Source: an optimization exercise on an open RTL-to-GDS flow (aim: small area, a short achievable clock period and few clock cycles). Production flows keep margins and buffers that such runs may drop. The RTL was checked by simulation tests, not by an equivalence proof against the original design. Power is estimated from default activity; no workload was simulated.

## config.mk

```make
export PLATFORM = sky130hd
export DESIGN_NAME = vlq_codec
export DESIGN_NICKNAME = vlq_codec
export VERILOG_FILES = /design/flow/design.v
export SDC_FILE = /design/flow/constraint.sdc
export NUM_CORES = 4
export LEC_CHECK = 0
export CAP_MARGIN = 20
export CORE_MARGIN = 2
export CORE_UTILIZATION = 40
export CTS_CLUSTER_DIAMETER = 120
export CTS_CLUSTER_SIZE = 30
export SETUP_SLACK_MARGIN = 5
export SLEW_MARGIN = 20
export TNS_END_PERCENT = 100
```

## design.v

```verilog
module vlq_codec (
    input  wire         clk,
    input  wire         rst,
    input  wire         req_valid,
    output wire         req_ready,
    input  wire [4:0]   req_op,
    input  wire [127:0] req_value,
    input  wire [127:0] req_acc,
    input  wire [31:0]  req_cap,
    input  wire [31:0]  req_len,
    output wire         rsp_valid,
    output wire [31:0]  rsp_count,
    output wire [127:0] rsp_acc,
    output wire         rsp_term,
    output wire [1:0]   rsp_status,
    output wire         mem_valid,
    output wire         mem_we,
    output wire [31:0]  mem_addr,
    output wire [7:0]   mem_wdata,
    input  wire         mem_ready,
    input  wire [7:0]   mem_rdata
);
    localparam [1:0] F_SIZE = 2'd0, F_ENC = 2'd1, F_DEC = 2'd2;
    localparam [1:0] W_32 = 2'd0, W_64 = 2'd1, W_128 = 2'd2;
    localparam [1:0] ST_OK = 2'd0, ST_NOCAP = 2'd1, ST_INCOMPLETE = 2'd2,
                     ST_ILLEGAL = 2'd3;
    reg         sz_q, wr_q, rd_q, rsp_q, mv_q, rdy_q;
    reg         size_q;          
    reg [1:0]   width_q;
    reg         orient_r_q;      
    reg [127:0] x_q;             
    reg [31:0]  c_q;             
    reg [31:0]  rem_q;           
    reg [7:0]   wd_q;            
    reg         term_q;
    reg [1:0]   status_q;
    wire [1:0] req_width  = req_op[4:3];
    wire       req_orient = req_op[2];
    wire [1:0] req_func   = req_op[1:0];
    wire       req_illegal = (req_width == 2'b11) || (req_func == 2'b11);
    reg  [18:0] nz_r32, nz_r64, nz_r128, nz_l32, nz_l64, nz_l128, nz;
    reg  [18:0] nz_q;
    integer g;
    always @(*) begin
        nz_r32 = 19'd0; nz_r64 = 19'd0; nz_r128 = 19'd0;
        nz_l32 = 19'd0; nz_l64 = 19'd0; nz_l128 = 19'd0;
        for (g = 0; g < 18; g = g + 1) nz_r128[g] = |req_value[7*g +: 7];
        nz_r128[18] = |req_value[127:126];
        for (g = 0; g < 9; g = g + 1)  nz_r64[g]  = |req_value[7*g +: 7];
        nz_r64[9] = req_value[63];
        for (g = 0; g < 4; g = g + 1)  nz_r32[g]  = |req_value[7*g +: 7];
        nz_r32[4] = |req_value[31:28];
        for (g = 0; g < 4; g = g + 1)  nz_l32[g]  = |req_value[31 - 7*g -: 7];
        nz_l32[4] = |req_value[3:0];
        for (g = 0; g < 9; g = g + 1)  nz_l64[g]  = |req_value[63 - 7*g -: 7];
        nz_l64[9] = req_value[0];
        for (g = 0; g < 18; g = g + 1) nz_l128[g] = |req_value[127 - 7*g -: 7];
        nz_l128[18] = |req_value[1:0];
        case ({req_width, req_orient})
            3'b001:  nz = nz_r32;
            3'b011:  nz = nz_r64;
            3'b000:  nz = nz_l32;
            3'b010:  nz = nz_l64;
            3'b100:  nz = nz_l128;
            default: nz = nz_r128;
        endcase
    end
    reg [4:0] sz_n, sz_m;
    reg       cap_lt;
    always @(*) begin
        sz_n = 5'd1;
        sz_m = 5'd0;
        cap_lt = 1'b0;
        for (g = 0; g < 19; g = g + 1) begin
            if (nz_q[g] || g == 0) begin
                sz_n = g + 1;
                sz_m = g;
            end
            if ((nz_q[g] || g == 0) && rem_q[4:0] <= g)
                cap_lt = 1'b1;
        end
    end
    wire cap_short = rem_q[5] && cap_lt;
    reg [6:0] grp0;
    always @(*) begin
        if (orient_r_q)
            grp0 = x_q[6:0];
        else case (width_q)
            W_32:    grp0 = x_q[31:25];
            W_64:    grp0 = x_q[63:57];
            default: grp0 = x_q[127:121];
        endcase
    end
    wire [6:0] b = rd_q ? mem_rdata[6:0] : 7'd0;
    wire shift_up = rd_q ? orient_r_q : ~orient_r_q;
    wire last_write = (c_q[4:0] == 5'd0);
    wire last_read  = (rem_q == 32'd1);
    wire accept = req_valid && rdy_q;
    wire adv    = mv_q && mem_ready;
    wire fin    = adv && (wr_q ? last_write : (!mem_rdata[7] || last_read));
    wire enc_go = !size_q && !cap_short;     
    always @(posedge clk) begin
        if (rst) begin
            sz_q  <= 1'b0;
            wr_q  <= 1'b0;
            rd_q  <= 1'b0;
            rsp_q <= 1'b0;
            mv_q  <= 1'b0;
            rdy_q <= 1'b1;
        end else if (accept) begin
            sz_q  <= !req_illegal && !req_func[1];
            wr_q  <= 1'b0;
            rd_q  <= !req_illegal && req_func == F_DEC && req_len != 32'd0;
            rsp_q <= req_illegal || (req_func == F_DEC && req_len == 32'd0);
            mv_q  <= !req_illegal && req_func == F_DEC && req_len != 32'd0;
            rdy_q <= req_illegal || (req_func == F_DEC && req_len == 32'd0);
        end else if (sz_q) begin
            sz_q  <= 1'b0;
            wr_q  <= enc_go;
            mv_q  <= enc_go;
            rsp_q <= !enc_go;
            rdy_q <= !enc_go;
        end else if (fin) begin
            wr_q  <= 1'b0;
            rd_q  <= 1'b0;
            mv_q  <= 1'b0;
            rsp_q <= 1'b1;
            rdy_q <= 1'b1;
        end else if (rsp_q) begin
            rsp_q <= 1'b0;
        end
    end
    always @(posedge clk)
        nz_q <= nz;
    always @(posedge clk) begin
        if (rdy_q) begin
            width_q    <= req_width;
            orient_r_q <= req_orient;
            size_q     <= !req_func[0];
            rem_q      <= (req_func == F_DEC) ? req_len :
                          {req_len[31:6], req_cap[31:5] == 27'd0, req_cap[4:0]};
            term_q     <= 1'b0;
            c_q        <= 32'd0;
            status_q   <= req_illegal ? ST_ILLEGAL : ST_INCOMPLETE;
        end else if (sz_q) begin
            wd_q       <= {1'b0, grp0};
            rem_q      <= {27'd0, sz_n};
            c_q        <= size_q ? {27'd0, sz_n} : cap_short ? 32'd0 : {27'd0, sz_m};
            status_q   <= (!size_q && cap_short) ? ST_NOCAP : ST_OK;
        end else if (adv) begin
            if (wr_q) begin
                wd_q <= {1'b1, grp0};
                c_q  <= last_write ? rem_q : {27'd0, c_q[4:0] - 5'd1};
            end else begin
                c_q   <= c_q + 32'd1;
                rem_q <= rem_q - 32'd1;
                if (!mem_rdata[7]) begin
                    term_q   <= 1'b1;
                    status_q <= ST_OK;
                end
            end
        end
    end
    wire ld_acc  = req_illegal || req_func == F_DEC;
    wire ld_val  = rdy_q && !ld_acc;
    wire ld_a0   = rdy_q && ld_acc;                              
    wire ld_a1   = ld_a0 && (req_illegal || req_width != W_32);   
    wire ld_a2   = ld_a0 && (req_illegal || req_width[1]);       
    wire sh      = adv || sz_q;          
    wire sh_up   = sh && shift_up;
    wire sh_dn   = sh && !shift_up;
    wire w32     = (width_q == W_32);
    wire w128    = width_q[1];
    wire hold    = !rdy_q && !adv && !sz_q;
    wire [127:0] sel_ld_acc = {{64{ld_a2}}, {32{ld_a1}}, {32{ld_a0}}};
    wire [127:0] sel_up = {{64{sh_up && w128}}, {32{sh_up && !w32}}, {32{sh_up}}};
    wire [127:0] sel_dn = {7'd0, {57{sh_dn && w128}}, {7{sh_dn && w128}},
                           {25{sh_dn && !w32}}, {7{sh_dn && !w32}}, {25{sh_dn}}};
    wire [127:0] sel_b  = {{7{sh_dn && w128}}, 57'd0, {7{sh_dn && !w32 && !w128}},
                           25'd0, {7{sh_dn && w32}}, 25'd0};
    always @(posedge clk) begin
        x_q <= ({128{ld_val}} & req_value)
             | (sel_ld_acc & req_acc)
             | (sel_up & {x_q[120:0], b})
             | (sel_dn & {7'd0, x_q[127:7]})
             | (sel_b & {b, 57'd0, b, 25'd0, b, 25'd0})
             | ({128{hold}} & x_q);
    end
    assign req_ready  = rdy_q;
    assign rsp_valid  = rsp_q;
    assign rsp_count  = c_q;
    assign rsp_acc    = x_q;
    assign rsp_term   = term_q;
    assign rsp_status = status_q;
    assign mem_valid  = mv_q;
    assign mem_we     = wr_q;
    assign mem_addr   = c_q;
    assign mem_wdata  = wd_q;
endmodule
```

## standard.sh

```bash
#!/bin/bash
# synth_recipe.tcl (not shown) runs the flow's synth.tcl, then flattens the netlist and writes it again
# the make line also repeats each setting of config.mk as NAME=value (left out here)
make -C /OpenROAD-flow-scripts/flow DESIGN_CONFIG=/design/flow/config.mk WORK_HOME=/design/flow/orfs CLKGATE_MAP_FILE= SYNTH_SCRIPT=/design/flow/synth_recipe.tcl "${@:-finish}"
```

## flow/run.sh

```bash
#!/bin/bash
# The standard layout, with the port buffers made from the smallest buffer
# cell instead of the one buffer_ports picks by default; the resizer still
# sizes them up where timing or slew calls for it.
set -euo pipefail
export BUFFER_PORTS_ARGS="-buffer_cell sky130_fd_sc_hd__buf_1"
bash standard.sh finish > standard_flow.log 2>&1
```

## constraint.sdc

```tcl
create_clock -name core_clock -period 8.0 [get_ports {clk}]
set_input_delay 1.6000 -clock core_clock [delete_from_list [all_inputs] [get_ports {clk}]]
set_output_delay 1.6000 -clock core_clock [all_outputs]
set_load 0.01 [all_outputs]
```

==> flow_summary_export.csv, run 1 <==
group,metric,value,unit
status,status,"complete, no violations",
setup_path,start_kind,"input pin",
yosys,ys_ff_latch,231,
yosys,synth_nets,1899,
floorplanning,die_w,185,um
final_layout,drive_gt1_frac,0.0609,
yosys,avgSynthCellArea,8.42,um^2
yosys,synth_top_area_frac,0.283,
route,via_per_inst,6.42,
yosys,synthesis.area,0.0131,mm^2
setup_path,cp.required,8.44,ns
yosys,postSynthCellCount,1555,
floorplanning,row_count,66,
global_route,grt_pass1_vias,14200,
setup_path,cp_cell_sequence,"clkbuf_2, and2_4, buf_12, nor2_4, buf_8, a22oi_1, nand2_1",
timing,worst_slack,5.01,ns
timing,final.min_clock_period,2.99,ns
route,post-route-drc-count,0,
yosys,ys_seq_area_frac,0.388,
yosys,synth_largest_area_cell,"dfxtp_1",
setup_path,path_buf_inv,3,
floorplanning,design.core.area,0.0324,mm^2
clocking,cts_made_buffers,11,
global_route,grt_pass1_wl,90800,um
place,numPortBuffers,543,
global_route,grt_max_degree,86,
setup_path,regToRegEndpoint,"rem_q[31]",
clocking,clk_pin_slew_worst_paths,0.12,ns
clocking,cts-root-buf,"clkbuf_16",
setup_path,crit_fanout,74,
final_layout,n_fill_cell,3249,
clocking,clock-sinks,231,
route,drtIter0Drc,2419,
yosys,synth-edff-count,46,
power,power.leakage,5.62,nW
setup_path,rr_worst_depth,8,
setup_path,slowest_stage,"buf_8",
final_layout,final_util,0.495,
setup_path,worst_setup_path_end_kind,"register",
global_route,overflow,0,
hold_path,holdPathStages,2,
clocking,htreeDepth,1,
power,power,3.11,mW
route,dr.pass1.iters,14,
setup_path,r2r_setup_slack,5.08,ns
yosys,yosysWarnings,1,
yosys,synth-main-ff-cell,"dfxtp_1",
setup_path,critPathTopFamily,"buffers and inverters",
setup_path,crit_cells,7,
timing,period_share,0.374,
yosys,ys_async_sr_fraction,0,
place,dp_slack,2.93,ns
setup_path,slowest_delay,0.48,ns
power,vdd_drop_max,0.131,mV
setup_path,critPathArrivalTime,3.43,ns
timing,fin_skew,0.0113,ns
place,hpwl,47200,um
floorplanning,io_pins,544,
hold_path,holdCritPathClass,"register to register",
global_route,antenna_found_initial,1,
timing,grt_setup_unrepaired,"true",
timing,tightest_slew,0.961,ns
timing,finalHoldViolations,0,
timing,setup_viol,0,
floorplanning,dieHeight,185,um
yosys,synth_cell_types,77,
final_layout,final_nets,2362,
power,powerDensity,194,mW/mm^2
clocking,insertion_delay,0.49,ns
route,ant_nets,0,
global_route,grt_use_total,0.350,
timing,maxSlewHeadroom,0.354,
timing,final-max-slew-violation-count,0,
hold_path,holdCritStartpoint,"x_q[50]",
route,wl_per_cell,26.2,um
hold_path,hold_end,"x_q[57]",
setup_path,path_class,"input pin to register",
floorplanning,dieArea,0.0342,mm^2
flow_run,drv_cap,0,
timing,tns,0,ns
place,place.gp.congestion,0.931,
route,via_count,15800,
yosys,yosys-top-cells-area,"dfxtp_1 (28%), edfxtp_1 (11%), a222oi_1 (9.3%), nand2_1 (7.2%), a22oi_1 (7.1%)",
timing,fmax,335,MHz
route,drt_wl_total,64600,um
clocking,clockBufferDepth,3,
floorplanning,initial_core_util,0.404,
setup_path,reg2reg_from,"rem_q[7]",
clocking,cts_tree,"done",
final_layout,area_growth,22.5,%
cell usage in the layout, fill, tap and decap left out, drive strengths merged, types with 10 or more instances in the layout:
master	synthesis	routed
a211oi	11	11
a21oi	50	50
a222oi	121	121
a22oi	123	123
a31oi	11	11
a32oi	23	23
and2	9	12
buf	50	593
clkbuf	102	17
dfxtp	185	185
edfxtp	46	46
inv	22	22
mux2i	11	11
nand2	252	252
nand3	42	42
nand4	10	10
nor2	95	96
nor2b	10	11
nor3	48	48
nor4	43	43
o21ai	89	90
o22ai	11	11
o31ai	11	11
or3	13	13
or4	18	18
xnor2	21	21
xor2	23	23
stage by stage:
stage | std cells | area [um^2] | hold WS [ns]
after CTS | 2439 | 15700 | 0.525
after global placement | 2407 | 15200 | 0.499
after detailed placement | 2408 | 15200 | 0.507
final | 2467 | 16000 | 0.529
after global routing | 2463 | 16000 | 0.559
after floorplan | 1555 | 13200 | 0.505
power by group:
part / total [mW] / internal, mW / leakage (nW) / switching [mW]
Sequential: 1.62 / 1.35 / 2.01 / 0.266
Combinational: 0.822 / 0.311 / 3.46 / 0.511
Clock: 0.668 / 0.261 / 0.147 / 0.407
Total: 3.11 / 1.92 / 5.62 / 1.18
synth_stat cells, types with 4 or more instances:
library cell,number
nand2_1,251
dfxtp_1,185
a22oi_1,123
a222oi_1,121
clkbuf_1,102
nor2_1,95
o21ai_0,55
a21oi_1,50
nor3_1,47
edfxtp_1,46
nand3_1,42
nor4_1,41
buf_4,34
o21ai_1,33
a32oi_1,23
xor2_1,23
xnor2_1,21
inv_1,20
or4_1,15
buf_1,13
or3_1,13
a211oi_1,11
a31oi_1,11
mux2i_1,11
o22ai_1,11
o31ai_1,11
nand4_1,10
nor2b_1,10
a221o_1,8
and2_1,8
nand2b_1,8
and3_1,7
ha_1,7
o211ai_1,7
mux2_2,5
o41ai_1,5
a21o_1,4
nor3b_1,4
o221ai_1,4
what timing repair did:
| item | 4_1_cts | 5_1_grt |
|---|---|---|
| setup buffers | 10 | 21 |
| endpoints found under the hold margin | 0 | 0 |
| gates cloned | 5 | 3 |
| resized for setup | 28 | 26 |
| hold buffers | 0 | 0 |
| endpoints found under the setup margin | 170 | 122 |
| pin swaps | 4 | 7 |
routing by layer:
metal  vias to the layer above  wire, um  track usage
met5                         -         0            0
li1                       7001         -            -
met4                         0      2950        0.143
met1                      7576     24600        0.455
met3                       159      5920       0.0427
met2                      1107     31100        0.590
worst max-delay path by stage:
stage               startpoint        end  slack (ns)
finish               mem_ready    x_q[16]        5.01
global route          rem_q[7]  rem_q[31]        4.97
CTS                  mem_ready    x_q[62]        4.90
detailed placement   req_op[4]    x_q[68]        2.93
global placement     req_op[4]    x_q[73]        3.01
floorplan            mem_ready    x_q[68]        4.89
sequential cells by signal (all words and copies together), names as in the netlist:
signal	flops
nz_q	18
wr_q	1
size_q	1
c_q	32
orient_r_q	1
term_q	1
rd_q	1
wd_q	8
width_q	2
mv_q	1
status_q	2
x_q	128
rsp_q	1
rem_q	32
rdy_q	1
sz_q	1
final cells by class:
type | count | area [um^2] | share of cell area
Tap cell | 442 | 553 | 0.0345
Antenna cell | 4 | 10.0 | 0.000624
Inverter | 23 | 86.3 | 0.00538
Multi-Input combinational cell | 1155 | 7420 | 0.463
Sequential cell | 231 | 5090 | 0.317
Clock buffer | 14 | 287 | 0.0179
Clock inverter | 2 | 13.8 | 0.000858
Timing Repair Buffer | 596 | 2580 | 0.161
kinds of logic (layout without fill, tap and decap cells):
kind of cell | count (synthesis) | count (layout) | synth area share
AOI/OAI and AO/OA | 508 | 509 | 0.294
xor gates and xnor gates | 44 | 44 | 0.0294
adders and majority gates | 8 | 8 | 0.00745
buffers and inverters | 175 | 635 | 0.0602
DFF | 231 | 231 | 0.388
muxes | 17 | 17 | 0.0136
other | 0 | 4 | 0
and+or+nand+nor | 572 | 577 | 0.207
tightest hold or removal path: cells and delay by family, from the launching register on:
| kind | cells | cell delay [ns] |
|---|---|---|
| DFF | 1 | 0.36 |
| and+or+nand+nor | 2 | 0.13 |
Testbench counts, summed over its fixed seeds: cycles 54,168.
==> inputs of run 2 (changes only) <==
--- a/config.mk
+++ b/config.mk
@@ -8,8 +8,8 @@
 export CAP_MARGIN = 20
 export CORE_MARGIN = 2
 export CORE_UTILIZATION = 40
-export CTS_CLUSTER_DIAMETER = 120
-export CTS_CLUSTER_SIZE = 30
+export CTS_CLUSTER_DIAMETER = 100
+export CTS_CLUSTER_SIZE = 22
 export SETUP_SLACK_MARGIN = 5
 export SLEW_MARGIN = 20
 export TNS_END_PERCENT = 100
==> run 2 against run 1 <==
  * Clock power grew 18%
  * Sequential share of layout area shrank 0.091 points
  * Register-to-register slack is essentially flat
  * Largest power group unchanged
  * Core utilization grew 0.14 points
  * Wire length shrank 0.48%
  * Final area grew 0.29%
  * Setup slack gained 0.0034 ns
  * Critical path depth is the same
  * Critical endpoint unchanged
  * Non-clock buffer count shrank 4
  * Combinational power shrank 0.9%
  * Total power grew 3.5%
==> flow_summary_export.csv, run 2 <==
group,metric,value,unit
status,status,"complete, no violations",
final_layout,final_nets,2362,
power,power.leakage,5.65,nW
global_route,grt_pass1_vias,14200,
global_route,grt_max_degree,86,
yosys,synth_cell_types,77,
yosys,synth-main-ff-cell,"dfxtp_1",
setup_path,start_kind,"input pin",
final_layout,top_regs,"x_q (128), c_q (32), rem_q (32)",
final_layout,largest_reg_flops,128,
floorplanning,dieArea,0.0342,mm^2
timing,setup_viol,0,
power,powerDensity,200,mW/mm^2
yosys,ys_async_sr_fraction,0,
clocking,clock-sinks,231,
yosys,synth.most_common_cell,"nand2_1",
timing,final-max-slew-violation-count,0,
route,post-route-drc-count,0,
final_layout,n_fill_cell,3254,
route,drtIter0Drc,2493,
place,dpl-instance-area,0.0152,mm^2
global_route,grt_pass1_wl,90600,um
yosys,synth_nets,1899,
clocking,clk_pin_slew_worst_paths,0.09,ns
floorplanning,dieHeight,185,um
final_layout,regMostFlops,"x_q",
yosys,yosys-top-cells-area,"dfxtp_1 (28%), edfxtp_1 (11%), a222oi_1 (9.3%), nand2_1 (7.2%), a22oi_1 (7.1%)",
hold_path,holdCritPathClass,"register to register",
setup_path,cp.required,8.45,ns
timing,tns,0,ns
yosys,avgSynthCellArea,8.42,um^2
yosys,synthesis.area,0.0131,mm^2
global_route,overflow,0,
yosys,synth_top_area_frac,0.283,
clocking,cts_tree,"done",
clocking,cts-root-buf,"clkbuf_16",
timing,final.min_clock_period,2.98,ns
floorplanning,row_count,66,
yosys,yosysWarnings,1,
power,vdd_drop_max,0.127,mV
yosys,ys_ff_latch,231,
floorplanning,initial_core_util,0.404,
setup_path,path_class,"input pin to register",
setup_path,worst_setup_path_end_kind,"register",
final_layout,fin_area,0.0161,mm^2
final_layout,final_util,0.497,
clocking,cts_hold_buf,0,
yosys,postSynthCellCount,1555,
place,hpwl,47200,um
power,power,3.22,mW
floorplanning,io_pins,544,
setup_path,crit_fanout,74,
yosys,synth_largest_area_cell,"dfxtp_1",
timing,fmax,335,MHz
final_layout,drive_gt1_frac,0.0618,
floorplanning,die_w,185,um
setup_path,critPathTopFamily,"buffers and inverters",
final_layout,stdcell_count,2469,
clocking,htreeDepth,1,
timing,grt_setup_unrepaired,"true",
setup_path,slowest_stage,"buf_8",
global_route,grt_use_total,0.349,
clocking,clockBufferDepth,3,
timing,fin_skew,0.0209,ns
setup_path,path_buf_inv,3,
route,ant_nets,0,
timing,tightest_slew,0.989,ns
route,via_count,15800,
route,via_per_inst,6.40,
setup_path,critPathArrivalTime,3.44,ns
yosys,ys_seq_area_frac,0.388,
flow_run,drv_cap,0,
route,wl_per_cell,26.0,um
timing,maxSlewHeadroom,0.335,
final_layout,layout_commonest_cell,"buf_1",
yosys,synth-edff-count,46,
place,place_inst,2408,
route,drt_wl_total,64200,um
floorplanning,design.core.area,0.0324,mm^2
clocking,insertion_delay,0.51,ns
final_layout,final_cell_mix,"buf_1 (539), nand2_1 (250), dfxtp_1 (184)",
route,dr.pass1.iters,13,
timing,period_share,0.373,
setup_path,cp_cell_sequence,"clkbuf_2, and2_4, buf_4, nor2_4, buf_8, a22oi_1, nand2_1",
final_layout,area_growth,22.9,%
timing,finalHoldViolations,0,
yosys,synth_commonest_cells,"nand2_1 (251), dfxtp_1 (185), a22oi_1 (123)",
clocking,cts_made_buffers,14,
place,numPortBuffers,543,
global_route,antenna_found_initial,2,
place,place.gp.congestion,0.931,
setup_path,slowest_delay,0.47,ns
==> run 2: per-layer routing <==
layer,wire length (um),up-vias,track usage,share of wire
met5,13,-,0,0.00020
met4,3230,2,0.140,0.050
met3,6090,177,0.0480,0.095
met2,30600,1125,0.591,0.48
met1,24300,7482,0.449,0.38
li1,-,7010,-,-
==> run 2: worst register-to-register path, cell delays in order, from the launching register on <==
cell	delay (ns)
edfxtp_1	0.46
or4_4	0.60
or4_4	0.48
nand4bb_4	0.27
nor4_4	0.40
buf_4	0.18
nand2_1	0.05
xor2_1	0.17
o21ai_1	0.07
==> run 2: repair_timing <==
item | 4_1_cts | 5_1_grt
resized for setup | 28 | 23
pin swaps | 4 | 7
setup endpoints to repair | 170 | 119
setup buffers | 9 | 19
cloned | 5 | 3
==> run 2: cell families after synthesis <==
logic type                 after synthesis  synth area share
AOI/OAI and AO/OA                      508             0.294
xor gates and xnor gates                44            0.0294
adders and majority gates                8           0.00745
buffers and inverters                  175            0.0602
DFF                                    231             0.388
muxes                                   17            0.0136
and+or+nand+nor                        572             0.207
==> run 2: metrics by stage <==
| step | hold slack (ns) | setup slack (ns) |
|---|---|---|
| global placement | 0.499 | 3.01 |
| global route | 0.557 | 4.96 |
| floorplan | 0.505 | 4.89 |
| finish | 0.525 | 5.02 |
| detailed placement | 0.507 | 2.93 |
| CTS | 0.521 | 4.91 |
==> run 2: worst paths after layout <==
check	startpoint	end	slack (ns)	cells past startpoint
setup / recovery	mem_ready	x_q[16]	5.02	7
hold / removal	x_q[50]	x_q[57]	0.52	2
setup reg to reg	rem_q[7]	rem_q[31]	5.07	8
hold reg to reg	x_q[50]	x_q[57]	0.52	2
==> run 2: report_power, final <==
part / switching, mW / internal, mW
clock network: 0.429 / 0.357
logic: 0.508 / 0.307
registers: 0.265 / 1.35
==> run 2: cell type report <==
type                            count  area (um^2)  area share
Clock inverter                      2         11.3    0.000700
Clock buffer                       20          404      0.0251
Antenna cell                        3         7.51    0.000467
Inverter                           23         86.3     0.00537
Sequential cell                   231         5090       0.316
Tap cell                          442          553      0.0344
Timing Repair Buffer              592         2510       0.156
Multi-Input combinational cell   1156         7430       0.462
==> inputs of run 3 (changes only) <==
==> flow/run.sh (replaced) <==
#!/bin/bash
set -euo pipefail
export BUFFER_PORTS_ARGS="-buffer_cell sky130_fd_sc_hd__buf_1"
bash standard.sh SETUP_SLACK_MARGIN=5.3 finish > standard_flow.log 2>&1
==> run 3 against run 2 <==
  * Still clean on timing, DRC and antenna
  * Total power increased by 6.0%
  * Sequential share of layout area is 1.8 points lower
  * Cell count is 2.7% higher
  * Synthesized area is the same
  * Sequential power about the same
  * Global-route usage up 2.3 points
  * Highest routed layer is now met4
==> flow_summary_export.csv, run 3 <==
group,metric,value,unit
place,place.gp.congestion,0.976,
floorplanning,dieHeight,185,um
final_layout,final_cell_mix,"buf_1 (428), nand2_1 (247), a222oi_1 (121)",
final_layout,regMostFlops,"x_q",
power,vdd_drop_max,0.129,mV
floorplanning,design.core.area,0.0324,mm^2
power,seq_power_share,0.480,
timing,grt_setup_unrepaired,"true",
place,hpwl,47500,um
timing,maxSlewHeadroom,0.302,
final_layout,n_fill_cell,3084,
route,post-route-drc-count,0,
power,netSwitchingFraction,0.373,
power,power,3.41,mW
power,p_switching,1.27,mW
clocking,clock-sinks,231,
power,powerDensity,188,mW/mm^2
timing,fin_skew,0.0151,ns
final_layout,largest_reg_flops,128,
setup_path,cp.required,8.23,ns
yosys,synth-edff-count,46,
yosys,yosys-top-cells-area,"dfxtp_1 (28%), edfxtp_1 (11%), a222oi_1 (9.3%), nand2_1 (7.2%), a22oi_1 (7.1%)",
floorplanning,row_count,66,
clocking,cts_made_buffers,14,
global_route,grt_pass1_vias,14800,
yosys,synthesis.area,0.0131,mm^2
floorplanning,die_w,185,um
power,clock_power_share,0.239,
route,via_count,16600,
clocking,clockBufferDepth,3,
yosys,ys_seq_area_frac,0.388,
timing,tns,0,ns
final_layout,layout_commonest_cell,"buf_1",
route,ant_nets,0,
yosys,synth_commonest_cells,"nand2_1 (251), dfxtp_1 (185), a22oi_1 (123)",
hold_path,holdCritPathClass,"register to register",
yosys,synth_nets,1899,
global_route,antenna_found_initial,1,
yosys,postSynthCellCount,1555,
setup_path,path_class,"register to register",
clocking,insertion_delay,0.51,ns
final_layout,area_growth,38.6,%
route,drt_wl_total,69100,um
final_layout,final_nets,2429,
status,status,"complete, no violations",
timing,setup_viol,0,
route,via_per_inst,6.56,
setup_path,crit_fanout,6,
global_route,grt_use_total,0.372,
final_layout,final_util,0.561,
yosys,synth.most_common_cell,"nand2_1",
route,dr.pass1.iters,14,
floorplanning,dieArea,0.0342,mm^2
global_route,grt_max_degree,103,
power,power.leakage,6.71,nW
setup_path,start_kind,"register",
final_layout,top_regs,"x_q (128), c_q (32), rem_q (32)",
clocking,cts_tree,"done",
route,drtIter0Drc,2803,
timing,finalHoldViolations,0,
clocking,htreeDepth,1,
floorplanning,io_pins,544,
flow_run,drv_cap,0,
timing,fmax,347,MHz
timing,final.min_clock_period,2.88,ns
power,share_comb_of_total_power,0.280,
yosys,ys_async_sr_fraction,0,
yosys,synth_top_area_frac,0.283,
clocking,clk_pin_slew_worst_paths,0.10,ns
route,wl_per_cell,27.2,um
global_route,overflow,0,
yosys,avgSynthCellArea,8.42,um^2
clocking,cts-root-buf,"clkbuf_16",
place,numPortBuffers,543,
timing,period_share,0.360,
power,internal-power,2.14,mW
yosys,synth-main-ff-cell,"dfxtp_1",
yosys,synth_largest_area_cell,"dfxtp_1",
yosys,ys_ff_latch,231,
yosys,yosysWarnings,1,
timing,final-max-slew-violation-count,0,
setup_path,worst_setup_path_end_kind,"register",
floorplanning,initial_core_util,0.404,
global_route,grt_pass1_wl,96000,um
final_layout,drive_gt1_frac,0.260,
yosys,synth_cell_types,77,
timing,tightest_slew,1.05,ns
setup_path,critPathArrivalTime,3.11,ns
==> run 3: cell counts after synthesis <==
No cell type changed its count.
==> run 3: cell families (layout without fill, tap and decap cells) <==
family,Yosys count,after routing,share of synthesized area
AND/OR/NAND/NOR,572,579,0.207
XOR/XNOR,44,44,0.0294
buffers and inverters,175,703,0.0602
AO/OA/AOI/OAI,508,509,0.294
adder cells (fa/ha/maj),8,8,0.00745
multiplexers,17,17,0.0136
flip-flops,231,231,0.388
other,0,3,0
==> run 3: critical path, cell delays in order, from the launching register on <==
cell and delay, ns:
edfxtp_1 0.48, nor2_1 0.30, and4_1 0.51, nand2_2 0.12, or4_4 0.44, or4b_4 0.53
xor2_1 0.17, o21ai_2 0.06
==> run 3: layout make-up <==
class / instances / area (um^2) / share of cell area
diodes: 3 / 7.51 / 0.000414
clock buffers: 21 / 429 / 0.0236
clock inverters: 1 / 6.26 / 0.000345
inverters: 23 / 86.3 / 0.00476
multi-input cells: 1157 / 7960 / 0.439
flip-flops and latches: 231 / 5410 / 0.298
well taps: 442 / 553 / 0.0305
repair buffers: 658 / 3690 / 0.204
==> run 3: path summary, 6_finish.rpt <==
path         startpoint         to  slack (ns)  cells after the start
max            rem_q[2]  rem_q[19]        5.12                      7
min             x_q[50]    x_q[57]        0.49                      2
max reg2reg    rem_q[2]  rem_q[19]        5.12                      7
min reg2reg     x_q[50]    x_q[57]        0.49                      2
==> run 3: metrics by stage <==
stage / area [um^2] / hold slack (ns) / instances / worst slack, ns
global route: 18100 / 0.527 / 2533 / 5.03
finish: 18100 / 0.494 / 2536 / 5.12
floorplan: 13400 / 0.505 / 1555 / 4.90
global placement: 15300 / 0.504 / 2407 / 3.37
CTS: 17100 / 0.491 / 2501 / 5.09
detailed placement: 15300 / 0.515 / 2407 / 3.35
==> run 3: power groups by stage <==
stage	Clock (mW)	Combinational, mW	Sequential, mW
floorplan	0	0.406	1.56
global placement	0	0.728	1.64
global route	0.858	1.01	1.64
finish	0.816	0.955	1.64
detailed placement	0	0.733	1.64
CTS	0.817	0.874	1.61
==> run 3: layer usage <==
| layer | GRT usage | wire length, um | vias up |
|---|---|---|---|
| li1 | - | - | 7145 |
| met1 | 0.481 | 25800 | 7997 |
| met2 | 0.618 | 32300 | 1273 |
| met3 | 0.0611 | 7420 | 219 |
| met4 | 0.152 | 3530 | 0 |
| met5 | 0 | 0 | - |
==> run 3: timing repair <==
action / CTS / global route
cloned: 16 / 7
setup buffers: 56 / 24
hold buffers: 0 / 0
pin swaps: 25 / 104
endpoints found under the setup margin: 379 / 238
resized for setup: 281 / 226
==> inputs of run 4 (changes only) <==
==> flow/run.sh (replaced) <==
#!/bin/bash
set -euo pipefail
export BUFFER_PORTS_ARGS="-buffer_cell sky130_fd_sc_hd__buf_1"
bash standard.sh SETUP_SLACK_MARGIN=5.6 finish > standard_flow.log 2>&1
--- a/config.mk
+++ b/config.mk
@@ -8,8 +8,6 @@
 export CAP_MARGIN = 20
 export CORE_MARGIN = 2
 export CORE_UTILIZATION = 40
-export CTS_CLUSTER_DIAMETER = 100
-export CTS_CLUSTER_SIZE = 22
 export SETUP_SLACK_MARGIN = 5
 export SLEW_MARGIN = 20
 export TNS_END_PERCENT = 100
==> run 4 against run 3 <==
  * Sequential power fell by 4%
  * Critical path depth did not move
  * Clock power is 65% higher
  * Die area is the same
  * Non-clock buffer count grew 204
  * Fmax is 2.2% higher
  * Cell count increased by 9.7%
  * Largest cell class unchanged
==> flow_summary_export.csv, run 4 <==
group,metric,value,unit
status,status,"complete, no violations",
clocking,clk_pin_slew_worst_paths,0.06,ns
setup_path,critPathMostFrequentCell,"buf_12",
floorplanning,die_w,185,um
yosys,avgSynthCellArea,8.42,um^2
yosys,yosysWarnings,1,
global_route,antenna_found_initial,6,
timing,grt_setup_unrepaired,"true",
hold_path,holdCritPathClass,"register to register",
yosys,synth_cell_types,77,
route,wl_per_cell,28.8,um
floorplanning,initial_core_util,0.404,
setup_path,critPathTopFamily,"simple AND/OR/NAND/NOR gates",
route,post-route-drc-count,0,
clocking,htreeDepth,1,
power,powerDensity,195,mW/mm^2
yosys,ys_seq_area_frac,0.388,
clocking,cts_tree,"done",
power,power.leakage,8.95,nW
timing,final-max-slew-violation-count,0,
hold_path,holdCritStartpoint,"term_q",
setup_path,start_kind,"input pin",
timing,maxSlewHeadroom,0.282,
yosys,synth_nets,1899,
yosys,synth.most_common_cell,"nand2_1",
timing,period_share,0.353,
yosys,synthesis.area,0.0131,mm^2
yosys,synthXorXnorAreaFrac,0.0294,
floorplanning,design.core.area,0.0324,mm^2
global_route,grt_use_total,0.435,
clocking,clockBufferDepth,3,
final_layout,area_growth,73.2,%
yosys,synth_top_area_frac,0.283,
timing,fin_skew,0.0331,ns
flow_run,drv_cap,0,
route,via_per_inst,6.64,
floorplanning,dieArea,0.0342,mm^2
final_layout,final_nets,2655,
yosys,synth_simple_gate_area_frac,0.207,
place,numPortBuffers,543,
final_layout,drive_gt1_frac,0.418,
power,vdd_drop_max,0.197,mV
final_layout,final_util,0.701,
floorplanning,row_count,66,
yosys,synth_commonest_cells,"nand2_1 (251), dfxtp_1 (185), a22oi_1 (123)",
setup_path,slowest_stage,"nor2_2",
clocking,cts_made_buffers,29,
clocking,clock-sinks,231,
setup_path,r2r_setup_slack,5.20,ns
yosys,synth-edff-count,46,
global_route,grt_pass1_vias,17300,
final_layout,top_regs,"x_q (128), c_q (32), rem_q (32)",
yosys,synth-main-ff-cell,"dfxtp_1",
floorplanning,io_pins,544,
floorplanning,dieHeight,185,um
setup_path,critPathArrivalTime,3.33,ns
power,seq_power_share,0.358,
power,netSwitchingFraction,0.345,
timing,hold_ws,0.501,ns
clocking,insertion_delay,0.57,ns
route,dr.pass1.iters,14,
yosys,ys_ff_latch,231,
route,ant_nets,0,
yosys,yosys-top-cells-area,"dfxtp_1 (28%), edfxtp_1 (11%), a222oi_1 (9.3%), nand2_1 (7.2%), a22oi_1 (7.1%)",
power,p_switching,1.53,mW
setup_path,path_buf_inv,3,
yosys,synth_compound_area_frac,0.294,
place,hpwl,48800,um
place,place.gp.congestion,0.956,
hold_path,holdPathStages,2,
timing,tns,0,ns
final_layout,largest_reg_flops,128,
route,drtIter0Drc,2891,
setup_path,worst_setup_path_end_kind,"register",
yosys,synthAdderAreaFrac,0.00745,
setup_path,slowest_delay,0.84,ns
route,drt_wl_total,80100,um
setup_path,cp_cell_sequence,"buf_12, and2_4, buf_12, buf_6, nor2_2, a222oi_1, nand2_1",
timing,finalHoldViolations,0,
global_route,grt_max_degree,51,
timing,tightest_slew,1.08,ns
timing,final.min_clock_period,2.82,ns
setup_path,cp.required,8.50,ns
setup_path,reg2reg_from,"rem_q[5]",
global_route,grt_pass1_wl,111000,um
clocking,cts-root-buf,"clkbuf_16",
power,internal-power,2.89,mW
power,clock_power_share,0.306,
yosys,ys_async_sr_fraction,0,
setup_path,path_class,"input pin to register",
hold_path,hold_end,"term_q",
timing,fmax,354,MHz
route,via_count,18500,
setup_path,rr_worst_depth,7,
yosys,synth_top_family_by_area,"compound AO/OA/AOI/OAI gates",
setup_path,crit_fanout,17,
yosys,muxShareOfSynthArea,0.0136,
power,share_comb_of_total_power,0.336,
yosys,postSynthCellCount,1555,
final_layout,layout_commonest_cell,"buf_1",
yosys,synth_largest_area_cell,"dfxtp_1",
timing,setup_viol,0,
final_layout,regMostFlops,"x_q",
final_layout,final_cell_mix,"buf_1 (314), nand2_1 (242), buf_6 (235)",
global_route,overflow,0,
setup_path,regToRegEndpoint,"rem_q[19]",
setup_path,startpoint,"mem_ready",
-- run 4: worst reg2reg max path: cells and delay by family, from the launching register on --
family          cells  cell delay, ns
compound gates      1            0.07
xor+xnor            1            0.17
flops               1            0.43
simple gates        5            1.86
-- run 4: final cells by class --
cell class                      instances  area, um^2
Multi-Input combinational cell       1164        8460
Tap cell                              442         553
Inverter                               23        86.3
Fill cell                            2526        9690
Clock inverter                         19         195
Timing Repair Buffer                  862        7000
Clock buffer                           34         764
Antenna cell                            6        15.0
Sequential cell                       231        5600
-- run 4: worst max-delay path by stage --
stage	end	slack [ns]	depth (start not counted)
after floorplan	nz_q[2]	4.90	6
after global routing	rem_q[19]	5.13	7
final	x_q[116]	5.18	7
after detailed placement	x_q[37]	3.91	8
after global placement	x_q[32]	3.97	8
after CTS	rem_q[19]	5.19	7
-- run 4: logic make-up after synthesis --
group / count (synthesis)
AND/OR/NAND/NOR: 572
AO/OA/AOI/OAI: 508
flip-flops: 231
buffers and inverters: 175
XOR/XNOR: 44
multiplexers: 17
adder cells (fa/ha/maj): 8
-- run 4: repair_timing --
item | in CTS | in global routing
hold endpoints to repair | 0 | 0
buffers inserted | 235 | 34
pin swaps | 141 | 97
setup endpoints to repair | 441 | 398
hold buffers | 0 | 0
gates resized for setup | 926 | 126
gates cloned | 41 | 4
-- run 4: power by group through the flow --
stage          clock [mW]  sequential (mW)  combinational (mW)
6_report             1.35             1.58                1.49
5_1_grt              1.40             1.59                1.53
4_1_cts              1.35             1.57                1.37
3_5_place_dp            0             1.65               0.741
3_3_place_gp            0             1.65               0.731
2_1_floorplan           0             1.56               0.413
-- run 4: per-layer routing --
| layer | up-vias | GRT usage | wire [um] |
|---|---|---|---|
| met3 | 440 | 0.103 | 9730 |
| met5 | - | 0 | 27 |
| met2 | 1668 | 0.703 | 35800 |
| met4 | 4 | 0.270 | 6680 |
| li1 | 7656 | - | - |
| met1 | 8710 | 0.523 | 27800 |
-- run 4: per-stage QoR --
step           total power, mW  worst slack (ns)  instance area, um^2  std cells
5_1_grt                   4.52              5.13                22700       2776
6_report                  4.42              5.18                22700       2781
3_3_place_gp              2.38              3.97                15400       2408
3_5_place_dp              2.39              3.91                15400       2408
4_1_cts                   4.29              5.19                21800       2737
2_1_floorplan             1.98              4.90                13500       1555
==> inputs of run 5 (changes only) <==
--- a/design.v
+++ b/design.v
@@ -137,14 +137,11 @@
             width_q    <= req_width;
             orient_r_q <= req_orient;
             size_q     <= !req_func[0];
-            rem_q      <= (req_func == F_DEC) ? req_len :
-                          {req_len[31:6], req_cap[31:5] == 27'd0, req_cap[4:0]};
             term_q     <= 1'b0;
             c_q        <= 32'd0;
             status_q   <= req_illegal ? ST_ILLEGAL : ST_INCOMPLETE;
         end else if (sz_q) begin
             wd_q       <= {1'b0, grp0};
-            rem_q      <= {27'd0, sz_n};
             c_q        <= size_q ? {27'd0, sz_n} : cap_short ? 32'd0 : {27'd0, sz_m};
             status_q   <= (!size_q && cap_short) ? ST_NOCAP : ST_OK;
         end else if (adv) begin
@@ -153,13 +150,25 @@
                 c_q  <= last_write ? rem_q : {27'd0, c_q[4:0] - 5'd1};
             end else begin
                 c_q   <= c_q + 32'd1;
-                rem_q <= rem_q - 32'd1;
                 if (!mem_rdata[7]) begin
                     term_q   <= 1'b1;
                     status_q <= ST_OK;
                 end
             end
         end
+    end
+    wire        rem_ld   = rdy_q;
+    wire        rem_sz   = sz_q;
+    wire        rem_dec  = rd_q && mem_ready;
+    wire        rem_hold = !rdy_q && !sz_q && !rem_dec;
+    wire [31:0] rem_new  = (req_func == F_DEC) ? req_len :
+                           {req_len[31:6], req_cap[31:5] == 27'd0, req_cap[4:0]};
+    wire [31:0] rem_m1   = rem_q - 32'd1;
+    always @(posedge clk) begin
+        rem_q <= ({32{rem_ld}} & rem_new)
+               | ({32{rem_sz}} & {27'd0, sz_n})
+               | ({32{rem_dec}} & rem_m1)
+               | ({32{rem_hold}} & rem_q);
     end
     wire ld_acc  = req_illegal || req_func == F_DEC;
     wire ld_val  = rdy_q && !ld_acc;
==> flow/run.sh (replaced) <==
#!/bin/bash
# The standard layout, with the port buffers made from the smallest buffer
# cell instead of the one buffer_ports picks by default; the resizer still
# sizes them up where timing or slew calls for it.
set -euo pipefail
export BUFFER_PORTS_ARGS="-buffer_cell sky130_fd_sc_hd__buf_1"
bash standard.sh finish > standard_flow.log 2>&1
--- a/config.mk
+++ b/config.mk
@@ -8,6 +8,8 @@
 export CAP_MARGIN = 20
 export CORE_MARGIN = 2
 export CORE_UTILIZATION = 40
+export CTS_CLUSTER_DIAMETER = 100
+export CTS_CLUSTER_SIZE = 22
 export SETUP_SLACK_MARGIN = 5
 export SLEW_MARGIN = 20
 export TNS_END_PERCENT = 100
==> run 5 against run 4 <==
  * Still clean
  * Total power shrank 27%
  * Non-clock buffer count shrank 290
  * Die area shrank 1.0%
  * Wire length is 16% lower
  * Clock power shrank 42%
  * Clock skew fell by 0.011 ns
  * Highest routed layer is now met4
==> flow_summary_export.csv, run 5 <==
group,metric,value,unit
route,via_count,16300,
setup_path,cp.required,6.40,ns
final_layout,stdcell_count,2436,
route,ant_nets,0,
global_route,grt_max_degree,74,
yosys,ys_async_sr_fraction,0,
yosys,synth_top_area_frac,0.335,
floorplanning,row_count,65,
final_layout,area_growth,21.0,%
route,post-route-drc-count,0,
timing,grt_setup_unrepaired,"false",
final_layout,drive_gt1_frac,0.0448,
global_route,grt_pass1_wl,95400,um
power,power,3.22,mW
timing,worst_slack,5.04,ns
place,place.gp.congestion,0.976,
timing,finalHoldViolations,0,
yosys,synth.most_common_cell,"nand2_1",
final_layout,largest_reg_flops,128,
yosys,synthAdderAreaFrac,0.00676,
clocking,cts_hold_buf,0,
route,drtIter0Drc,2590,
timing,setup_viol,0,
floorplanning,io_pins,544,
yosys,synthXorXnorAreaFrac,0.00879,
timing,period_share,0.370,
yosys,synth_top_family_by_area,"compound AO/OA/AOI/OAI gates",
final_layout,regMostFlops,"x_q",
setup_path,start_kind,"register",
timing,fmax,338,MHz
setup_path,worst_setup_path_end_kind,"output pin",
yosys,synthesis.area,0.0130,mm^2
global_route,overflow,0,
clocking,cts_made_buffers,14,
yosys,avgSynthCellArea,8.12,um^2
clocking,clockBufferDepth,3,
status,status,"complete, no violations",
yosys,ys_seq_area_frac,0.368,
yosys,postSynthCellCount,1595,
yosys,synth_cell_types,73,
place,dp_slack,3.20,ns
route,dr.pass1.iters,15,
floorplanning,dieHeight,184,um
clocking,clock-sinks,231,
yosys,synth_commonest_cells,"nand2_1 (256), dfxtp_1 (217), a22oi_1 (126)",
timing,tns,0,ns
final_layout,final_nets,2371,
setup_path,crit_fanout,50,
clocking,cts_tree,"done",
global_route,antenna_found_initial,2,
place,place_inst,2399,
setup_path,path_class,"register to output pin",
timing,fin_skew,0.0218,ns
floorplanning,initial_core_util,0.408,
flow_run,drv_cap,0,
route,wl_per_cell,27.5,um
route,via_per_inst,6.70,
place,hpwl,49500,um
timing,tightest_slew,1.06,ns
hold_path,holdCritPathClass,"register to register",
yosys,ys_ff_latch,231,
yosys,yosysWarnings,1,
yosys,muxShareOfSynthArea,0.00705,
route,wl_met1,26700,um
clocking,htreeDepth,1,
timing,final-max-slew-violation-count,0,
final_layout,final_cell_mix,"buf_1 (541), nand2_1 (255), dfxtp_1 (215)",
global_route,grt_pass1_vias,14700,
setup_path,critPathArrivalTime,1.36,ns
timing,final.min_clock_period,2.96,ns
power,power.leakage,5.50,nW
route,highest_layer,"met4",
route,wl_met2,31300,um
global_route,grt_use_total,0.371,
power,powerDensity,206,mW/mm^2
yosys,synth_simple_gate_area_frac,0.219,
timing,maxSlewHeadroom,0.284,
yosys,synth_largest_area_cell,"dfxtp_1",
power,vdd_drop_max,0.140,mV
floorplanning,design.core.area,0.0317,mm^2
yosys,yosys-top-cells-area,"dfxtp_1 (34%), a222oi_1 (9.6%), nand2_1 (7.4%), a22oi_1 (7.3%), edfxtp_1 (3.2%)",
yosys,synth-edff-count,14,
floorplanning,die_w,184,um
clocking,clk_pin_slew_worst_paths,0.10,ns
final_layout,layout_commonest_cell,"buf_1",
final_layout,top_regs,"x_q (128), c_q (32), rem_q (32)",
yosys,synth_nets,1939,
route,wl_met3,6380,um
clocking,cts-root-buf,"clkbuf_16",
yosys,synth_compound_area_frac,0.327,
clocking,insertion_delay,0.51,ns
place,numPortBuffers,543,
route,drt_wl_total,67000,um
floorplanning,dieArea,0.0338,mm^2
yosys,synth-main-ff-cell,"dfxtp_1",
[run 5: changes by cell type in the layout (fill, tap and decap cells not counted), sizes merged, moves of 8 or more]
cell    delta
dfxtp     +32
a221o      +9
buf      -266
xor2      -19
a31oi      +9
or3        +8
edfxtp    -32
xnor2     -12
clkbuf    -34
clkinv    -13
o311ai    +10
[run 5: final timing paths]
check / startpoint / cells after the start / slack, ns / to
worst min register to register: term_q / 2 / 0.47 / term_q
worst max-delay path: rdy_q / 2 / 5.04 / req_ready
worst min-delay path: term_q / 2 / 0.47 / term_q
worst max register to register: c_q[6] / 6 / 5.18 / c_q[31]
[run 5: kinds of logic after synthesis]
logic type	count (synthesis)
AO/OA/AOI/OAI	552
XOR/XNOR	13
adder cells (fa/ha/maj)	7
buffers and inverters	184
flip-flops	231
multiplexers	9
AND/OR/NAND/NOR	599
[run 5: repair_timing]
| action | 4_1_cts | 5_1_grt |
|---|---|---|
| setup endpoints to repair | 152 | 120 |
| setup buffers | 2 | 6 |
| gates resized for setup | 32 | 20 |
| pin swaps | 2 | 7 |
| gates cloned | 3 | 3 |
[run 5: through the flow]
| step | utilization | cell area, um^2 | hold WS (ns) |
|---|---|---|---|
| floorplan | - | 13100 | 0.454 |
| global placement | 0.471 | 14900 | 0.450 |
| detailed placement | 0.471 | 14900 | 0.461 |
| CTS | 0.489 | 15500 | 0.480 |
| global route | 0.494 | 15700 | 0.518 |
| finish | 0.494 | 15700 | 0.471 |
[run 5: cell type report]
cell class,count,area (um^2)
sequential,231,4770
inverter,26,105
tap,402,503
fill,3287,16000
antenna,3,7.51
clock buffer,18,387
multi-input combinational,1182,7470
timing repair buffer,572,2420
clock inverter,2,13.8
[run 5: critical path: stages (launching register included)]
cell and delay [ns]:
dfxtp_2 0.35, buf_8 0.31, buf_1 0.19
[run 5: routing by layer]
metal,up-vias,track usage
li1,7152,-
met4,0,0.117
met5,-,0
met1,7883,0.497
met2,1132,0.616
met3,163,0.0511
[run 5: power breakdown]
group,internal [mW],switching (mW),total [mW]
Sequential,1.32,0.290,1.61
Clock,0.346,0.434,0.780
Combinational,0.308,0.520,0.828
Total,1.98,1.24,3.22
Testbench counts of run 5, summed over its fixed seeds: cycles 54,168.
==> inputs of run 6 (changes only) <==
--- a/design.v
+++ b/design.v
@@ -138,24 +138,31 @@
             orient_r_q <= req_orient;
             size_q     <= !req_func[0];
             term_q     <= 1'b0;
-            c_q        <= 32'd0;
             status_q   <= req_illegal ? ST_ILLEGAL : ST_INCOMPLETE;
         end else if (sz_q) begin
             wd_q       <= {1'b0, grp0};
-            c_q        <= size_q ? {27'd0, sz_n} : cap_short ? 32'd0 : {27'd0, sz_m};
             status_q   <= (!size_q && cap_short) ? ST_NOCAP : ST_OK;
         end else if (adv) begin
             if (wr_q) begin
                 wd_q <= {1'b1, grp0};
-                c_q  <= last_write ? rem_q : {27'd0, c_q[4:0] - 5'd1};
             end else begin
-                c_q   <= c_q + 32'd1;
                 if (!mem_rdata[7]) begin
                     term_q   <= 1'b1;
                     status_q <= ST_OK;
                 end
             end
         end
+    end
+    wire       c_wr   = wr_q && mem_ready;
+    wire       c_rd   = rd_q && mem_ready;
+    wire       c_hold = !rdy_q && !sz_q && !c_wr && !c_rd;
+    wire [4:0] c_szv  = size_q ? sz_n : cap_short ? 5'd0 : sz_m;
+    wire [4:0] c_wrv  = last_write ? rem_q[4:0] : c_q[4:0] - 5'd1;
+    always @(posedge clk) begin
+        c_q <= ({32{sz_q}} & {27'd0, c_szv})
+             | ({32{c_wr}} & {27'd0, c_wrv})
+             | ({32{c_rd}} & (c_q + 32'd1))
+             | ({32{c_hold}} & c_q);
     end
     wire        rem_ld   = rdy_q;
     wire        rem_sz   = sz_q;
==> run 6 against run 5 <==
  * Clock skew rose by 0.017 ns
  * Flip-flop and latch count did not move
  * Fmax fell by 0.51%
  * Combinational power fell by 7.4%
  * Core utilization fell by 0.088 points
  * Synthesized area fell by 3.3%
  * Synthesized cell count fell by 4.5%
  * Critical endpoint is now rsp_acc[62]
  * Die area fell by 3.2%
  * Setup slack got worse by 0.015 ns
  * Sequential share of layout area rose by 1.0 points
==> flow_summary_export.csv, run 6 <==
group,metric,value,unit
route,via_count,15400,
yosys,synth-edff-count,14,
clocking,cts_made_buffers,14,
status,status,"complete, no violations",
yosys,synth_largest_area_cell,"dfxtp_1",
timing,final-max-slew-violation-count,0,
clocking,htreeDepth,1,
power,powerDensity,207,mW/mm^2
floorplanning,row_count,64,
hold_path,holdCritPathClass,"register to register",
place,hpwl,45000,um
setup_path,worst_setup_path_end_kind,"output pin",
place,numPortBuffers,543,
yosys,synth.most_common_cell,"nand2_1",
timing,maxSlewHeadroom,0.393,
route,ant_nets,0,
final_layout,final_cell_mix,"buf_1 (542), nand2_1 (244), dfxtp_1 (215)",
yosys,yosys-top-cells-area,"dfxtp_1 (35%), a222oi_1 (9.7%), a22oi_1 (7.6%), nand2_1 (7.3%), o21ai_0 (3.7%)",
yosys,postSynthCellCount,1523,
yosys,ys_async_sr_fraction,0,
setup_path,critPathArrivalTime,1.38,ns
yosys,ys_seq_area_frac,0.380,
setup_path,path_class,"register to output pin",
timing,fmax,336,MHz
global_route,grt_max_degree,72,
yosys,synth_cell_types,73,
floorplanning,die_w,181,um
global_route,grt_pass1_vias,14100,
timing,tns,0,ns
place,place.gp.congestion,0.997,
global_route,antenna_found_initial,5,
yosys,synth-main-ff-cell,"dfxtp_1",
final_layout,multi_input_area,0.00703,mm^2
yosys,ys_ff_latch,231,
route,dr.pass1.iters,11,
floorplanning,design.core.area,0.0307,mm^2
global_route,overflow,0,
setup_path,slowest_stage,"dfxtp_1",
final_layout,final_nets,2302,
flow_run,drv_cap,0,
clocking,clock-sinks,231,
power,power.leakage,5.30,nW
power,power,3.13,mW
final_layout,regMostFlops,"x_q",
final_layout,top_regs,"x_q (128), c_q (32), rem_q (32)",
floorplanning,dieHeight,181,um
clocking,cts_tree,"done",
clocking,clockBufferDepth,3,
final_layout,regArea,0.00477,mm^2
setup_path,path_buf_inv,1,
setup_path,start_kind,"register",
floorplanning,io_pins,544,
route,drtIter0Drc,2189,
yosys,synth_top_area_frac,0.347,
timing,fin_skew,0.0384,ns
final_layout,n_fill_cell,3122,
clocking,clk_pin_slew_worst_paths,0.10,ns
timing,finalHoldViolations,0,
route,wl_per_cell,25.7,um
final_layout,layout_commonest_cell,"buf_1",
route,post-route-drc-count,0,
setup_path,crit_fanout,5,
floorplanning,dieArea,0.0328,mm^2
setup_path,cp_cell_sequence,"buf_1",
final_layout,drive_gt1_frac,0.0474,
yosys,synth_commonest_cells,"nand2_1 (245), dfxtp_1 (217), a22oi_1 (127)",
yosys,avgSynthCellArea,8.23,um^2
setup_path,cp.required,6.40,ns
timing,grt_setup_unrepaired,"true",
route,drt_wl_total,60700,um
clocking,cts-root-buf,"clkbuf_16",
global_route,grt_use_total,0.345,
clocking,insertion_delay,0.52,ns
setup_path,slowest_delay,0.63,ns
setup_path,critPathTopFamily,"flip-flops",
global_route,grt_pass1_wl,88000,um
yosys,synthesis.area,0.0125,mm^2
timing,final.min_clock_period,2.98,ns
floorplanning,initial_core_util,0.407,
final_layout,largest_reg_flops,128,
power,vdd_drop_max,0.158,mV
final_layout,area_growth,21.1,%
yosys,synth_nets,1867,
timing,tightest_slew,0.907,ns
timing,setup_viol,0,
route,via_per_inst,6.51,
yosys,yosysWarnings,1,
timing,period_share,0.372,
==> run 6: kinds of logic after synthesis <==
| group | after synthesis | share of synthesized area |
|---|---|---|
| AOI/OAI and AO/OA | 536 | 0.322 |
| xor gates and xnor gates | 11 | 0.00769 |
| adders and majority gates | 7 | 0.00699 |
| buffers and inverters | 175 | 0.0633 |
| DFF | 231 | 0.380 |
| muxes | 13 | 0.0110 |
| and+or+nand+nor | 550 | 0.208 |
==> run 6: area by class of cell <==
class	count	area share
timing repair buffer	574	0.158
tap	396	0.0327
clock buffer	19	0.0243
inverter	20	0.00520
sequential	231	0.314
antenna	1	0.000165
clock inverter	2	0.00181
multi-input combinational	1117	0.464
==> run 6: report_power, final <==
group	switching, mW	internal, mW	leakage [nW]
Clock	0.435	0.333	0.191
Sequential	0.279	1.32	1.94
Combinational	0.478	0.288	3.17
==> run 6: repair_timing <==
item	CTS	global route
hold buffers	0	0
resized for setup	10	14
buffers inserted	1	6
pin swaps	1	4
cloned	0	3
setup endpoints to repair	94	104
==> run 6: layer usage <==
metal | up-vias | part of all wire | global-route usage
met1 | 7355 | 0.38 | 0.416
met4 | 8 | 0.056 | 0.170
li1 | 6868 | - | -
met5 | - | 0.00087 | 0
met2 | 958 | 0.48 | 0.589
met3 | 186 | 0.084 | 0.0643
==> run 6: path summary, 6_finish.rpt <==
check | start | endpoint | slack [ns] | cells past startpoint
worst max-delay path | x_q[62] | rsp_acc[62] | 5.02 | 1
worst min-delay path | rem_q[9] | rem_q[9] | 0.48 | 2
worst min register to register | rem_q[9] | rem_q[9] | 0.48 | 2
worst max register to register | rem_q[1] | c_q[3] | 5.17 | 9
==> run 6: per-stage QoR <==
step / instances / setup slack [ns] / utilization / hold slack (ns) / instance area [um^2]
floorplan: 1523 / 4.97 / - / 0.445 / 12600
global placement: 2328 / 3.99 / 0.473 / 0.462 / 14500
detailed placement: 2328 / 3.92 / 0.473 / 0.474 / 14500
CTS: 2350 / 5.01 / 0.487 / 0.488 / 15000
global route: 2359 / 4.99 / 0.493 / 0.517 / 15200
finish: 2360 / 5.02 / 0.493 / 0.481 / 15200
Testbench counts of run 6, summed over its fixed seeds: cycles 54,168.
==> inputs of run 7 (changes only) <==
--- a/config.mk
+++ b/config.mk
@@ -8,8 +8,8 @@
 export CAP_MARGIN = 20
 export CORE_MARGIN = 2
 export CORE_UTILIZATION = 40
-export CTS_CLUSTER_DIAMETER = 100
-export CTS_CLUSTER_SIZE = 22
+export CTS_CLUSTER_DIAMETER = 110
+export CTS_CLUSTER_SIZE = 26
 export SETUP_SLACK_MARGIN = 5
 export SLEW_MARGIN = 20
 export TNS_END_PERCENT = 100
==> run 7 against run 6 <==
  * Still clean
  * Flip-flop and latch count unchanged
  * Global-route usage down 0.12 points
  * Setup slack worse by 0.0031 ns
  * Synthesized cell count unchanged
  * First-iteration DRC count down 0.73%
  * Final area down 0.26%
  * Core utilization down 0.13 points
  * Fmax down 0.11%
  * Hold slack better by 0.0076 ns
  * Non-clock buffer count unchanged
  * Sequential share of layout area up 0.081 points
  * Largest cell class unchanged
==> flow_summary_export.csv, run 7 <==
group,metric,value,unit
yosys,synth.most_common_cell,"nand2_1",
floorplanning,row_count,64,
setup_path,slowest_stage,"dfxtp_1",
clocking,cts_tree,"done",
global_route,grt_pass1_wl,87700,um
final_layout,drive_gt1_frac,0.0464,
global_route,antenna_found_initial,4,
final_layout,final_util,0.492,
power,seq_power_share,0.520,
clocking,clockBufferDepth,3,
setup_path,rr_worst_depth,9,
place,place_inst,2328,
floorplanning,design.core.area,0.0307,mm^2
final_layout,n_fill_cell,3128,
place,place.gp.congestion,0.997,
setup_path,crit_cells,1,
yosys,synth_cell_types,73,
power,internal-power,1.92,mW
timing,maxSlewHeadroom,0.385,
route,dr.pass1.iters,10,
clocking,insertion_delay,0.50,ns
yosys,avgSynthCellArea,8.23,um^2
yosys,yosysWarnings,1,
final_layout,final_cell_mix,"buf_1 (542), nand2_1 (244), dfxtp_1 (215)",
yosys,synth_nets,1867,
yosys,synth_largest_area_cell,"dfxtp_1",
clocking,clk_pin_slew_worst_paths,0.11,ns
setup_path,cp.required,6.40,ns
global_route,overflow,0,
power,share_comb_of_total_power,0.249,
hold_path,holdCritPathClass,"register to register",
power,vdd_drop_max,0.123,mV
route,post-route-drc-count,0,
timing,fmax,336,MHz
global_route,grt_max_degree,72,
place,numPortBuffers,543,
setup_path,crit_end,"rsp_acc[27]",
power,power,3.08,mW
setup_path,start_kind,"register",
power,power.leakage,5.28,nW
final_layout,final_nets,2300,
setup_path,critPathArrivalTime,1.38,ns
setup_path,regToRegEndpoint,"c_q[3]",
clocking,htreeDepth,1,
yosys,synthesis.area,0.0125,mm^2
setup_path,r2r_setup_slack,5.38,ns
final_layout,top_regs,"x_q (128), c_q (32), rem_q (32)",
timing,period_share,0.373,
setup_path,critPathTopFamily,"flip-flops",
yosys,synth-edff-count,14,
yosys,ys_ff_latch,231,
setup_path,cp_cell_sequence,"buf_1",
route,drt_wl_total,60600,um
yosys,postSynthCellCount,1523,
timing,tightest_slew,0.920,ns
timing,tns,0,ns
setup_path,crit_fanout,5,
final_layout,area_growth,20.8,%
timing,fin_skew,0.0222,ns
timing,final.min_clock_period,2.98,ns
route,via_per_inst,6.49,
floorplanning,io_pins,544,
global_route,grt_use_total,0.343,
setup_path,path_class,"register to output pin",
clocking,cts_made_buffers,12,
route,wl_per_cell,25.7,um
final_layout,largest_reg_flops,128,
yosys,ys_seq_area_frac,0.380,
floorplanning,die_w,181,um
yosys,synth_top_area_frac,0.347,
setup_path,worst_setup_path_end_kind,"output pin",
route,via_count,15300,
route,ant_nets,0,
setup_path,startpoint,"x_q[27]",
power,clock_power_share,0.232,
yosys,synth_commonest_cells,"nand2_1 (245), dfxtp_1 (217), a22oi_1 (127)",
status,status,"complete, no violations",
final_layout,stdcell_count,2357,
clocking,clock-sinks,231,
final_layout,layout_commonest_cell,"buf_1",
flow_run,drv_cap,0,
setup_path,reg2reg_from,"rem_q[1]",
timing,finalHoldViolations,0,
power,p_switching,1.16,mW
final_layout,fin_area,0.0151,mm^2
timing,grt_setup_unrepaired,"false",
floorplanning,dieHeight,181,um
place,dpl-instance-area,0.0145,mm^2
yosys,yosys-top-cells-area,"dfxtp_1 (35%), a222oi_1 (9.7%), a22oi_1 (7.6%), nand2_1 (7.3%), o21ai_0 (3.7%)",
power,netSwitchingFraction,0.377,
timing,setup_viol,0,
final_layout,regMostFlops,"x_q",
yosys,synth-main-ff-cell,"dfxtp_1",
yosys,ys_async_sr_fraction,0,
setup_path,slowest_delay,0.69,ns
place,hpwl,45000,um
floorplanning,dieArea,0.0328,mm^2
floorplanning,initial_core_util,0.407,
power,powerDensity,204,mW/mm^2
route,drtIter0Drc,2173,
setup_path,path_buf_inv,1,
clocking,cts-root-buf,"clkbuf_16",
global_route,grt_pass1_vias,14000,
timing,final-max-slew-violation-count,0,
-- run 7: cell types whose count changed in the layout (fill, tap and decap cells not counted) --
cell / before / now
clkbuf_8: 0 / 1
clkinv_8: 1 / 0
buf_6: 2 / 1
clkbuf_1: 5 / 4
clkbuf_16: 17 / 16
inv_8: 1 / 0
buf_8: 0 / 1
-- run 7: what timing repair did --
action / CTS / global route
setup endpoints to repair: 99 / 103
setup buffers: 1 / 6
gates cloned: 0 / 3
gates resized for setup: 10 / 15
hold buffers: 0 / 0
pin swaps: 1 / 4
-- run 7: area by class of cell --
class                   count  area (um^2)  share of cell area
repair buffers            574         2400               0.159
well taps                 396          495              0.0327
inverters                  20         78.8             0.00521
multi-input cells        1117         7030               0.465
diodes                      1         2.50            0.000165
clock buffers              18          354              0.0234
flip-flops and latches    231         4770               0.315
-- run 7: how the worst min path moves through the flow --
stage          slack, ns  cells past startpoint   endpoint  startpoint
2_1_floorplan       0.45                      2   rem_q[9]    rem_q[9]
3_3_place_gp        0.46                      2   rem_q[9]    rem_q[9]
3_5_place_dp        0.47                      2   rem_q[9]    rem_q[9]
4_1_cts             0.49                      2   rem_q[9]    rem_q[9]
5_1_grt             0.52                      1  rem_q[31]   rem_q[31]
6_report            0.49                      2   rem_q[9]    rem_q[9]
-- run 7: tightest hold or removal path, cell delays in order (launching register included) --
cell and delay, ns:
dfxtp_1 0.36, nand2_1 0.06, nand2_1 0.04
-- run 7: per-stage QoR --
| step | setup WS (ns) | hold slack, ns |
|---|---|---|
| floorplan | 4.97 | 0.445 |
| global placement | 3.99 | 0.462 |
| detailed placement | 3.92 | 0.474 |
| CTS | 5.00 | 0.490 |
| global route | 4.99 | 0.519 |
| finish | 5.02 | 0.489 |
-- run 7: cells by family (layout without fill, tap and decap cells) --
kind of cell,count (synthesis),count (layout),share of synthesized area
AO/OA/AOI/OAI,536,536,0.322
XOR/XNOR,11,11,0.00769
adder cells (fa/ha/maj),7,7,0.00699
buffers and inverters,175,612,0.0633
flip-flops,231,231,0.380
multiplexers,13,13,0.0110
other,0,1,0
AND/OR/NAND/NOR,550,550,0.208
-- run 7: power groups by stage --
stage	logic, mW	clock network (mW)	registers (mW)
floorplan	0.392	0	1.53
global placement	0.724	0	1.61
detailed placement	0.731	0	1.61
CTS	0.736	0.726	1.59
global route	0.826	0.761	1.61
finish	0.766	0.714	1.60
-- run 7: layer usage --
| metal | vias up | track usage | part of all wire |
|---|---|---|---|
| met2 | 927 | 0.585 | 0.48 |
| met3 | 170 | 0.0623 | 0.089 |
| li1 | 6851 | - | - |
| met4 | 6 | 0.162 | 0.053 |
| met1 | 7335 | 0.421 | 0.38 |
| met5 | - | 0 | 0.00054 |

re-timing with driven ports:
Ports are ideal in the flow. The routed layouts listed here were re-timed in OpenROAD.
Step 1 (the two cells are an assumption about what drives the block):
set clk [get_ports {clk}]
set_driving_cell -lib_cell sky130_fd_sc_hd__clkbuf_16 $clk
set_driving_cell -lib_cell sky130_fd_sc_hd__buf_2 [delete_from_list [all_inputs] $clk]
Step 2 moves the port delays by t, midway between the first and last clock arrival at a register: inputs arrive t later, outputs are due t later. That takes back most of the time a late clock gives input paths.
Three values: ideal, step 1, step 2; two values: the first two.
run | t (ns) | setup WS [ns] | clock arrival spread, ns | worst register clock-pin slew, ns | worst data-port slew with drivers (ns)
run 1 | 0.548 | 5.012 / 4.972 / 4.491 | 0.014 / 0.014 | 0.12 / 0.12 | 0.10
run 2 | 0.550 | 5.015 / 4.969 / 4.488 | 0.025 / 0.026 | 0.10 / 0.10 | 0.11
run 3 | 0.557 | 5.116 / 5.099 / 4.542 | 0.017 / 0.017 | 0.11 / 0.11 | 0.13
run 4 | 0.612 | 5.178 / 5.181 / 4.569 | 0.036 / 0.036 | 0.06 / 0.06 | 0.13
run 5 | 0.556 | 5.038 / 4.984 / 4.494 | 0.022 / 0.023 | 0.10 / 0.10 | 0.10
run 6 | 0.562 | 5.023 / 4.966 / 4.527 | 0.039 / 0.039 | 0.10 / 0.10 | 0.11
run 7 | 0.543 | 5.019 / 4.964 / 4.502 | 0.022 / 0.022 | 0.11 / 0.11 | 0.11
After both steps every run listed still meets setup and hold. The setup slack of run 4, which loses most, moves by +0.003 ns with the drivers and by -0.609 ns with both steps.
